What follows belongs to an exercise in optimizing a design on an open flow for small area, a short achievable clock period and few clock cycles; a production flow would make more cautious choices. At most, simulation tests tie the RTL to the original design; equivalence was not proved. Power and IR drop assume default switching activity.

==> zinc <==
==> flow/design.v <==
module hspap (
    input  wire        clk,
    input  wire        rst,           
    input  wire [31:0] cfg_ps,
    input  wire [31:0] cfg_ppc,
    input  wire [31:0] cfg_win,
    input  wire [31:0] cfg_wout,
    input  wire [31:0] cfg_rate,
    input  wire        cmd_valid,
    input  wire [31:0] cmd_code,
    output wire [7:0]  status,
    output wire [12:0] loop_width,
    output wire        rm_we,
    output wire        rm_bank,
    output wire [13:0] rm_addr,
    output wire [31:0] rm_wdata
);
    localparam ST_IDLE  = 2'd0;
    localparam ST_BUSY  = 2'd1;
    localparam ST_DONE  = 2'd2;
    localparam ST_ERROR = 2'd3;
    wire code_ok = (cmd_code[31:2] == 30'd0) && (cmd_code[1] ^ cmd_code[0]);
    wire ppc_hi0 = (cfg_ppc[31:4] == 28'd0);
    wire p1 = ppc_hi0 && (cfg_ppc[3:0] == 4'd1);
    wire p2 = ppc_hi0 && (cfg_ppc[3:0] == 4'd2);
    wire p4 = ppc_hi0 && (cfg_ppc[3:0] == 4'd4);
    wire p8 = ppc_hi0 && (cfg_ppc[3:0] == 4'd8);
    wire ppc_ok = p1 | p2 | p4 | p8;
    wire ps_ok = (cfg_ps[31:5] == 27'd0) && (cfg_ps[4:0] != 5'd0) &&
                 (!cfg_ps[4] || (cfg_ps[3:0] == 4'd0));
    wire w_ok = (cfg_win != 32'd0) && (cfg_wout != 32'd0);
    wire r_ok = (cfg_rate != 32'd0);
    wire [13:0] lim = p8 ? 14'd10240 : 14'd7680;
    wire big = (cfg_win[31:14] != 18'd0) || (cfg_wout[31:14] != 18'd0) ||
               (cfg_win[13:0] > lim) || (cfg_wout[13:0] > lim);
    reg [3:0] chk_code;
    always @(*) begin
        if (!code_ok)     chk_code = 4'd6;
        else if (!ppc_ok) chk_code = 4'd1;
        else if (!ps_ok)  chk_code = 4'd2;
        else if (!w_ok)   chk_code = 4'd3;
        else if (!r_ok)   chk_code = 4'd4;
        else if (big)     chk_code = 4'd5;
        else              chk_code = 4'd0;
    end
    wire [13:0] m14 = (cfg_win[13:0] > cfg_wout[13:0]) ? cfg_win[13:0] : cfg_wout[13:0];
    wire [2:0]  msk = p8 ? 3'd7 : p4 ? 3'd3 : 3'd1;
    wire [14:0] rup = ({1'b0, m14} + {12'd0, msk}) & ~{12'd0, msk};
    wire [12:0] nc_in = rup[13:1];
    wire [12:0] lw_in = p8 ? rup[15-1:3] : p4 ? rup[14:2] : p2 ? rup[13:1] : m14[12:0];
    wire [1:0]  pk_in = p8 ? 2'd3 : p4 ? 2'd2 : p2 ? 2'd1 : 2'd0;
    reg [1:0]  state;
    reg [3:0]  errcode;
    reg [12:0] lw;
    reg        bank;
    reg        we_r;       
    reg        sel_pa;     
    reg [12:0] dcnt;       
    reg [11:0] addr;
    reg [1:0]  pk;         
    reg [3:0]  sh;         
    reg [15:0] rl, rh;     
    reg [15:0] frac;       
    reg [15:0] intp;       
    reg [13:0] rem;        
    reg [2:0]  tap;
    reg [31:0] wr;
    reg [13:0] pa;
    wire busy = (state == ST_BUSY);
    wire        zA   = (intp == 16'd0);
    wire        emA  = zA && (rem != 14'd0);
    wire        tA   = !zA;
    wire [16:0] s1   = {1'b0, frac} + {1'b0, rl};
    wire [17:0] s2   = {2'b0, frac} + {1'b0, rl, 1'b0};
    wire        c1   = s1[16];
    wire        c2   = s2[17] | (s2[16] & ~c1);    
    wire [15:0] fA   = emA ? s1[15:0] : frac;
    wire        rh0  = (rh == 16'd0);
    wire        rhf  = (rh == 16'hffff);
    wire        zB   = tA ? (intp == 16'd1) : emA ? (c1 ? rhf : rh0) : 1'b1;
    wire        remA1 = emA ? (rem[13:1] != 13'd0) : (rem != 14'd0);
    wire        emB  = zB && remA1;
    wire        tB   = !zB;
    wire [15:0] fB   = !emB ? fA : emA ? s2[15:0] : s1[15:0];
    wire        cI   = emA ? c2 : c1;
    wire [15:0] rh_inc = rh + {15'd0, cI};
    wire [15:0] rh_dec = rh - 16'd1;
    reg  [15:0] iB;
    always @(*) begin
        if (tA && tB)       iB = {intp[15:1] - 15'd1, intp[0]};
        else if (emB)       iB = rh_inc;
        else if (emA && tB) iB = c1 ? rh : rh_dec;
        else                iB = 16'd0;
    end
    wire [13:0] remB = rem - {13'd0, emA} - {13'd0, emB};
    wire [2:0]  tapA = tap + {2'd0, tA};
    wire [2:0]  tapB = tapA + {2'd0, tB};
    wire [15:0] phA = frac >> sh;
    wire [15:0] phB = fA >> sh;
    reg [15:0] eA, eB;
    always @(*) begin
        case (pk)
            2'd0: begin
                eA = phA | {7'd0, emA, 8'd0};
                eB = phB | {7'd0, emB, 8'd0};
            end
            2'd1: begin
                eA = phA | {7'd0, emA, 1'b0, tapA[0], 6'd0};
                eB = phB | {7'd0, emB, 1'b0, tapB[0], 6'd0};
            end
            2'd2: begin
                eA = phA | {6'd0, emA, 1'b0, tapA[1:0], 6'd0};
                eB = phB | {6'd0, emB, 1'b0, tapB[1:0], 6'd0};
            end
            default: begin
                eA = phA | {5'd0, emA, 1'b0, tapA[2:0], 6'd0};
                eB = phB | {5'd0, emB, 1'b0, tapB[2:0], 6'd0};
            end
        endcase
    end
    wire        single = (pk == 2'd0) && (dcnt == 13'd1) && lw[0];
    wire [1:0]  j = (pk == 2'd2) ? {1'b0, dcnt[0]} : (2'd0 - dcnt[1:0]);
    wire [15:0] eBs = single ? 16'd0 : eB;
    reg [31:0] wr_n;
    reg [13:0] pa_n;
    reg        we_n, sel_n;
    always @(*) begin
        wr_n  = wr;
        pa_n  = pa;
        we_n  = 1'b1;
        sel_n = 1'b0;
        case (pk)
            2'd0: wr_n = {eBs, eA};
            2'd1: wr_n = {16'd0, eA} | {7'd0, eB, 9'd0};
            2'd2: begin
                if (j == 2'd0) begin
                    wr_n  = {16'd0, eA} | {6'd0, eB, 10'd0};
                    we_n  = we_r;
                    sel_n = 1'b1;
                end else begin
                    wr_n = wr | {eA[11:0], 20'd0} | {eB[1:0], 30'd0};
                    pa_n = {10'd0, eA[15:12]} | eB[15:2];
                end
            end
            default: begin
                case (j)
                    2'd0: begin
                        wr_n = {16'd0, eA} | {5'd0, eB, 11'd0};
                        we_n = 1'b0;
                    end
                    2'd1: begin
                        wr_n = wr | {eA[9:0], 22'd0};
                        pa_n = {2'd0, ({6'd0, eA[15:10]} | {eB[10:0], 1'b0})};
                    end
                    2'd2: begin
                        wr_n = {({4'd0, eA} | {eB[8:0], 11'd0}), pa[11:0]};
                        pa_n = {7'd0, eB[15:9]};
                    end
                    default: begin
                        wr_n = {8'd0, {17'd0, pa[6:0]} | {6'd0, eA, 2'd0} | {eB[10:0], 13'd0}};
                    end
                endcase
            end
        endcase
    end
    assign rm_we      = we_r;
    assign rm_bank    = bank;
    assign rm_addr    = {addr, 2'b00};
    assign rm_wdata   = sel_pa ? {18'd0, pa} : wr;
    assign status     = {errcode, 2'b00, state};
    assign loop_width = lw;
    always @(posedge clk) begin
        if (rst) begin
            state   <= ST_IDLE;
            errcode <= 4'd0;
            lw      <= 13'd0;
            we_r    <= 1'b0;
        end else if (!busy) begin
            if (cmd_valid) begin
                if (chk_code != 4'd0) begin
                    state   <= ST_ERROR;
                    errcode <= chk_code;
                end else begin
                    state   <= ST_BUSY;
                    errcode <= 4'd0;
                    lw      <= lw_in;
                end
            end
        end else if (dcnt != 13'd0) begin
            we_r   <= we_n;
        end else if (pk == 2'd2 && we_r && !sel_pa) begin
            we_r   <= 1'b1;      
        end else begin
            we_r   <= 1'b0;
            state  <= ST_DONE;
        end
    end
    always @(posedge clk) begin
        if (!busy) begin
            bank   <= (cmd_code[1:0] == 2'd2);
            pk     <= pk_in;
            sh     <= 4'd0 - cfg_ps[3:0];
            rl     <= cfg_rate[15:0];
            rh     <= cfg_rate[31:16];
            frac   <= 16'd0;
            intp   <= 16'd0;
            rem    <= cfg_wout[13:0];
            tap    <= 3'd0;
            dcnt   <= nc_in;
            addr   <= 12'd0;
            sel_pa <= 1'b0;
        end else begin
            addr <= addr + {11'd0, we_r};
            if (dcnt != 13'd0) begin
                dcnt   <= dcnt - 13'd1;
                frac   <= fB;
                intp   <= iB;
                rem    <= remB;
                tap    <= tapB;
                wr     <= wr_n;
                pa     <= pa_n;
                sel_pa <= sel_n;
            end else begin
                sel_pa <= 1'b1;
            end
        end
    end
endmodule
==> flow/run.sh <==
#!/bin/bash
# synth_recipe.tcl (not shown) runs the flow's synth.tcl, then flattens the netlist and writes it again
# the make line also repeats each setting of config.mk as NAME=value (left out here)
make -C /OpenROAD-flow-scripts/flow DESIGN_CONFIG=/design/flow/config.mk WORK_HOME=/design/flow/orfs CLKGATE_MAP_FILE= SYNTH_SCRIPT=/design/flow/synth_recipe.tcl finish
==> flow/config.mk <==
export PLATFORM = sky130hd
export DESIGN_NAME = hspap
export DESIGN_NICKNAME = hspap
export VERILOG_FILES = /design/flow/design.v
export SDC_FILE = /design/flow/constraint.sdc
export NUM_CORES = 4
export LEC_CHECK = 0
export CAP_MARGIN = 20
export CORE_MARGIN = 2
export CORE_UTILIZATION = 40
export PLACE_DENSITY = 0.6
export SLEW_MARGIN = 20
==> flow/constraint.sdc <==
create_clock -name core_clock -period 13.0 [get_ports {clk}]
set_input_delay 2.6000 -clock core_clock [delete_from_list [all_inputs] [get_ports {clk}]]
set_output_delay 2.6000 -clock core_clock [all_outputs]
set_load 0.01 [all_outputs]
==> harbor: changes against zinc <==
==> flow/design.v, changed modules only <==
module hspap (
    input  wire        clk,
    input  wire        rst,           
    input  wire [31:0] cfg_ps,
    input  wire [31:0] cfg_ppc,
    input  wire [31:0] cfg_win,
    input  wire [31:0] cfg_wout,
    input  wire [31:0] cfg_rate,
    input  wire        cmd_valid,
    input  wire [31:0] cmd_code,
    output wire [7:0]  status,
    output wire [12:0] loop_width,
    output wire        rm_we,
    output wire        rm_bank,
    output wire [13:0] rm_addr,
    output wire [31:0] rm_wdata
);
    localparam ST_IDLE  = 2'd0;
    localparam ST_BUSY  = 2'd1;
    localparam ST_DONE  = 2'd2;
    localparam ST_ERROR = 2'd3;
    wire code_ok = (cmd_code[31:2] == 30'd0) && (cmd_code[1] ^ cmd_code[0]);
    wire ppc_hi0 = (cfg_ppc[31:4] == 28'd0);
    wire p1 = ppc_hi0 && (cfg_ppc[3:0] == 4'd1);
    wire p2 = ppc_hi0 && (cfg_ppc[3:0] == 4'd2);
    wire p4 = ppc_hi0 && (cfg_ppc[3:0] == 4'd4);
    wire p8 = ppc_hi0 && (cfg_ppc[3:0] == 4'd8);
    wire ppc_ok = p1 | p2 | p4 | p8;
    wire ps_ok = (cfg_ps[31:5] == 27'd0) && (cfg_ps[4:0] != 5'd0) &&
                 (!cfg_ps[4] || (cfg_ps[3:0] == 4'd0));
    wire w_ok = (cfg_win != 32'd0) && (cfg_wout != 32'd0);
    wire r_ok = (cfg_rate != 32'd0);
    wire q8 = cfg_ppc[3], q4 = cfg_ppc[2], q2 = cfg_ppc[1];
    wire [13:0] lim = q8 ? 14'd10240 : 14'd7680;
    wire big = (cfg_win[31:14] != 18'd0) || (cfg_wout[31:14] != 18'd0) ||
               (cfg_win[13:0] > lim) || (cfg_wout[13:0] > lim);
    reg [3:0] chk_code;
    always @(*) begin
        if (!code_ok)     chk_code = 4'd6;
        else if (!ppc_ok) chk_code = 4'd1;
        else if (!ps_ok)  chk_code = 4'd2;
        else if (!w_ok)   chk_code = 4'd3;
        else if (!r_ok)   chk_code = 4'd4;
        else if (big)     chk_code = 4'd5;
        else              chk_code = 4'd0;
    end
    wire        wgt  = (cfg_win[13:0] > cfg_wout[13:0]);
    wire [13:0] m14  = wgt ? cfg_win[13:0] : cfg_wout[13:0];
    wire [12:0] sw   = q8 ? {3'd0, cfg_win[13:3]} : q4 ? {2'd0, cfg_win[13:2]} : cfg_win[13:1];
    wire        rw   = q8 ? (cfg_win[2:0] != 3'd0) : q4 ? (cfg_win[1:0] != 2'd0) : cfg_win[0];
    wire [12:0] so   = q8 ? {3'd0, cfg_wout[13:3]} : q4 ? {2'd0, cfg_wout[13:2]} : cfg_wout[13:1];
    wire        ro   = q8 ? (cfg_wout[2:0] != 3'd0) : q4 ? (cfg_wout[1:0] != 2'd0) : cfg_wout[0];
    wire [12:0] cw   = sw + {12'd0, rw};
    wire [12:0] co   = so + {12'd0, ro};
    wire [12:0] cm   = wgt ? cw : co;
    wire [12:0] nc_in = q8 ? {cm[10:0], 2'd0} : q4 ? {cm[11:0], 1'b0} : cm;
    wire [12:0] lw_in = (q8 | q4 | q2) ? cm : m14[12:0];
    wire [1:0]  pk_in = {q8 | q4, q8 | q2};
    reg [1:0]  state;
    reg [3:0]  errcode;
    reg [12:0] lw;
    reg        bank;
    reg        we_r;       
    reg [12:0] dcnt;       
    reg [11:0] addr;
    reg [1:0]  pk;         
    reg [3:0]  sh;         
    reg [15:0] rl;         
    reg [13:0] rhc;        
    reg        rhf;        
    reg [15:0] frac;       
    reg [13:0] kc;
    reg        es, ep;
    reg [13:0] rem;        
    reg [2:0]  tap;
    reg [31:0] wr;
    reg [25:0] pa;
    reg        d2;         
    wire busy = (state == ST_BUSY);
    wire        k0   = (kc == 14'd0);
    wire        k1   = (kc == 14'd1);
    wire        k2   = (kc == 14'd2);
    wire        zA   = es ? k1 : (k0 && !ep);
    wire        oneA = es ? k2 : ep ? k0 : k1;
    wire        emA  = zA && (rem != 14'd0);
    wire        tA   = !zA;
    wire [16:0] s1   = {1'b0, frac} + {1'b0, rl};
    wire [17:0] s2   = {2'b0, frac} + {1'b0, rl, 1'b0};
    wire        c1   = s1[16];
    wire        c2   = s2[17] | (s2[16] & ~c1);    
    wire [15:0] fA   = emA ? s1[15:0] : frac;
    wire        zE1  = c1 ? rhf : (rhc == 14'd0);   
    wire        zB   = tA ? oneA : emA ? zE1 : 1'b1;
    wire        remA1 = emA ? (rem[13:1] != 13'd0) : (rem != 14'd0);
    wire        emB  = zB && remA1;
    wire        tB   = !zB;
    wire [15:0] fB   = !emB ? fA : emA ? s2[15:0] : s1[15:0];
    wire        cI   = emA ? c2 : c1;
    reg  [13:0] kB;
    reg         esB, epB;
    always @(*) begin
        if (tA && tB) begin
            kB  = kc - (ep ? 14'd1 : 14'd2);
            esB = es;
            epB = 1'b0;
        end else if (emB) begin
            kB  = (cI & rhf) ? 14'd0 : rhc;
            esB = 1'b0;
            epB = cI & !rhf;
        end else if (emA && tB) begin
            kB  = rhc;
            esB = !c1;
            epB = 1'b0;
        end else begin
            kB  = 14'd0;
            esB = 1'b0;
            epB = 1'b0;
        end
    end
    wire [13:0] rem1 = rem - 14'd1;
    wire [13:0] rem2 = rem - 14'd2;
    wire [13:0] remB = (emA && emB) ? rem2 : (emA || emB) ? rem1 : rem;
    wire [2:0]  tapA = tap + {2'd0, tA};
    wire [2:0]  tapB = tapA + {2'd0, tB};
    wire [15:0] phA = frac >> sh;
    wire [15:0] phB = fA >> sh;
    reg [15:0] eA, eB;
    always @(*) begin
        case (pk)
            2'd0: begin
                eA = phA | {7'd0, emA, 8'd0};
                eB = phB | {7'd0, emB, 8'd0};
            end
            2'd1: begin
                eA = phA | {7'd0, emA, 1'b0, tapA[0], 6'd0};
                eB = phB | {7'd0, emB, 1'b0, tapB[0], 6'd0};
            end
            2'd2: begin
                eA = phA | {6'd0, emA, 1'b0, tapA[1:0], 6'd0};
                eB = phB | {6'd0, emB, 1'b0, tapB[1:0], 6'd0};
            end
            default: begin
                eA = phA | {5'd0, emA, 1'b0, tapA[2:0], 6'd0};
                eB = phB | {5'd0, emB, 1'b0, tapB[2:0], 6'd0};
            end
        endcase
    end
    wire        single = (pk == 2'd0) && (dcnt == 13'd1) && lw[0];
    wire [1:0]  j = (pk == 2'd2) ? {1'b0, dcnt[0]} : (2'd0 - dcnt[1:0]);
    wire [15:0] eBs = single ? 16'd0 : eB;
    reg [31:0] wr_n;
    reg [25:0] pa_n;
    reg        we_n;
    always @(*) begin
        wr_n  = wr;
        pa_n  = pa;
        we_n  = 1'b1;
        case (pk)
            2'd0: wr_n = {eBs, eA};
            2'd1: wr_n = {16'd0, eA} | {7'd0, eB, 9'd0};
            2'd2: begin
                if (j == 2'd0) begin
                    wr_n = {18'd0, pa[13:0]};
                    we_n = we_r;
                    pa_n = {10'd0, eA} | {eB, 10'd0};
                end else begin
                    wr_n = {6'd0, pa} | {eA[11:0], 20'd0} | {eB[1:0], 30'd0};
                    pa_n = {12'd0, ({10'd0, eA[15:12]} | eB[15:2])};
                end
            end
            default: begin
                case (j)
                    2'd0: begin
                        wr_n = {16'd0, eA} | {5'd0, eB, 11'd0};
                        we_n = 1'b0;
                    end
                    2'd1: begin
                        wr_n = wr | {eA[9:0], 22'd0};
                        pa_n = {14'd0, ({6'd0, eA[15:10]} | {eB[10:0], 1'b0})};
                    end
                    2'd2: begin
                        wr_n = {({4'd0, eA} | {eB[8:0], 11'd0}), pa[11:0]};
                        pa_n = {19'd0, eB[15:9]};
                    end
                    default: begin
                        wr_n = {8'd0, {17'd0, pa[6:0]} | {6'd0, eA, 2'd0} | {eB[10:0], 13'd0}};
                    end
                endcase
            end
        endcase
    end
    assign rm_we      = we_r;
    assign rm_bank    = bank;
    assign rm_addr    = {addr, 2'b00};
    assign rm_wdata   = wr;
    assign status     = {errcode, 2'b00, state};
    assign loop_width = lw;
    always @(posedge clk) begin
        if (rst) begin
            state   <= ST_IDLE;
            errcode <= 4'd0;
            lw      <= 13'd0;
            we_r    <= 1'b0;
        end else if (!busy) begin
            if (cmd_valid) begin
                if (chk_code != 4'd0) begin
                    state   <= ST_ERROR;
                    errcode <= chk_code;
                end else begin
                    state   <= ST_BUSY;
                    errcode <= 4'd0;
                    lw      <= lw_in;
                end
            end
        end else if (dcnt != 13'd0) begin
            we_r   <= we_n;
        end else if (pk == 2'd2 && !d2) begin
            we_r   <= 1'b1;      
        end else begin
            we_r   <= 1'b0;
            state  <= ST_DONE;
        end
    end
    always @(posedge clk) begin
        frac <= busy ? fB : 16'd0;
        kc   <= busy ? kB : 14'd0;
        es   <= busy && esB;
        ep   <= busy && epB;
        rem  <= busy ? remB : cfg_wout[13:0];
        tap  <= busy ? tapB : 3'd0;
    end
    always @(posedge clk) begin
        if (!busy) begin
            bank   <= (cmd_code[1:0] == 2'd2);
            pk     <= pk_in;
            sh     <= 4'd0 - cfg_ps[3:0];
            rl     <= cfg_rate[15:0];
            rhc    <= (cfg_rate[31:30] != 2'd0) ? 14'h3fff : cfg_rate[29:16];
            rhf    <= (cfg_rate[31:16] == 16'hffff);
            dcnt   <= nc_in;
            addr   <= 12'd0;
            d2     <= 1'b0;
        end else begin
            addr <= addr + {11'd0, we_r};
            if (dcnt != 13'd0) begin
                dcnt   <= dcnt - 13'd1;
                wr     <= wr_n;
                pa     <= pa_n;
            end else begin
                wr     <= {18'd0, pa[13:0]};
                d2     <= 1'b1;
            end
        end
    end
endmodule
==> flow/flow/run.sh (new file) <==
#!/bin/bash
# Standard ORFS layout, with timing repair aimed below the clock period so
# that the achieved period (clock period less setup slack) is short, and
# small port buffers.
set -euo pipefail
export SETUP_SLACK_MARGIN=9
export BUFFER_PORTS_ARGS="-buffer_cell sky130_fd_sc_hd__buf_1"
bash standard.sh > standard_flow.log 2>&1
==> flow/standard.sh (new file) <==
#!/bin/bash
# synth_recipe.tcl (not shown) runs the flow's synth.tcl, then flattens the netlist and writes it again
# the make line also repeats each setting of config.mk as NAME=value (left out here)
make -C /OpenROAD-flow-scripts/flow DESIGN_CONFIG=/design/flow/config.mk WORK_HOME=/design/flow/orfs CLKGATE_MAP_FILE= SYNTH_SCRIPT=/design/flow/synth_recipe.tcl "${@:-finish}"
removed: flow/run.sh
==> run summary <==
item                                                          harbor            zinc
Peak per-stage delay on the critical path                    0.43 ns         0.82 ns
Placer congestion estimate                                     0.959           0.966
Outcome                                               finished clean  finished clean
Start point of the critical path                          cfg_ppc[2]     cfg_ppc[10]
Number of global-route vias before repair                      17000           15600
Relative slew slack                                            0.191           0.187
Worst endpoint required time                                13.20 ns        13.40 ns
Number of buffers inserted to repair setup after CTS              75               0
GRT met1 Usage                                                 0.369           0.369
#MultiIn Comb                                                   1551            1550
Power share of the clock group                                 0.115           0.143
Via count                                                      17800           16500
Final routed wire length divided by cell count               23.3 um         22.6 um
Switching power                                              2.09 mW         1.78 mW
Worst voltage drop across the vdd grid                    0.000163 V      0.000142 V
Floorplan Core Area                                       0.0396 mm2      0.0386 mm2
Pin count of the biggest net entering global routing              86              63
Fin Hold WS                                                 0.485 ns        0.459 ns
Xor and xnor fraction of the mapped netlist area              0.0459          0.0460
Leakage power of the design                                  7.79 nW         7.01 nW
Path depth of the worst reg2reg path                              18              22
Starting density of the core                                   0.404           0.404
Global-route track usage on met2                               0.501           0.487
Testbench counts of zinc, summed over its fixed seeds: cycles 16,847.
No functional check of the RTL was part of harbor.

-- re-timing with driven ports --
How much do the figures lean on ideal ports? The routed layouts below were timed once more, with nothing changed but the port constraints.
Step 1 (the two cells are an assumption about what drives the block):
set clk [get_ports {clk}]
set_driving_cell -lib_cell sky130_fd_sc_hd__clkbuf_16 $clk
set_driving_cell -lib_cell sky130_fd_sc_hd__buf_2 [delete_from_list [all_inputs] $clk]
Step 2 also shifts input and output timing later by t, the mid clock arrival at the registers, as if the neighbouring blocks saw the same clock.
Three values: ideal, step 1, step 2; two values: the first two.
| run | t (ns) | setup WS [ns] | worst register clock-pin slew, ns | worst slew at a driven data input, ns | cell pins on the clock port's net |
|---|---|---|---|---|---|
| zinc | 0.508 | 5.107 / 5.136 / 4.628 | 0.08 / 0.08 | 0.14 | 1 |
| harbor | 0.520 | 8.242 / 8.239 / 7.719 | 0.08 / 0.08 | 0.11 | 1 |
After both steps every run listed still meets setup and hold. For harbor, which loses most, drivers alone change the setup slack by -0.003 ns; drivers and shift together by -0.523 ns.
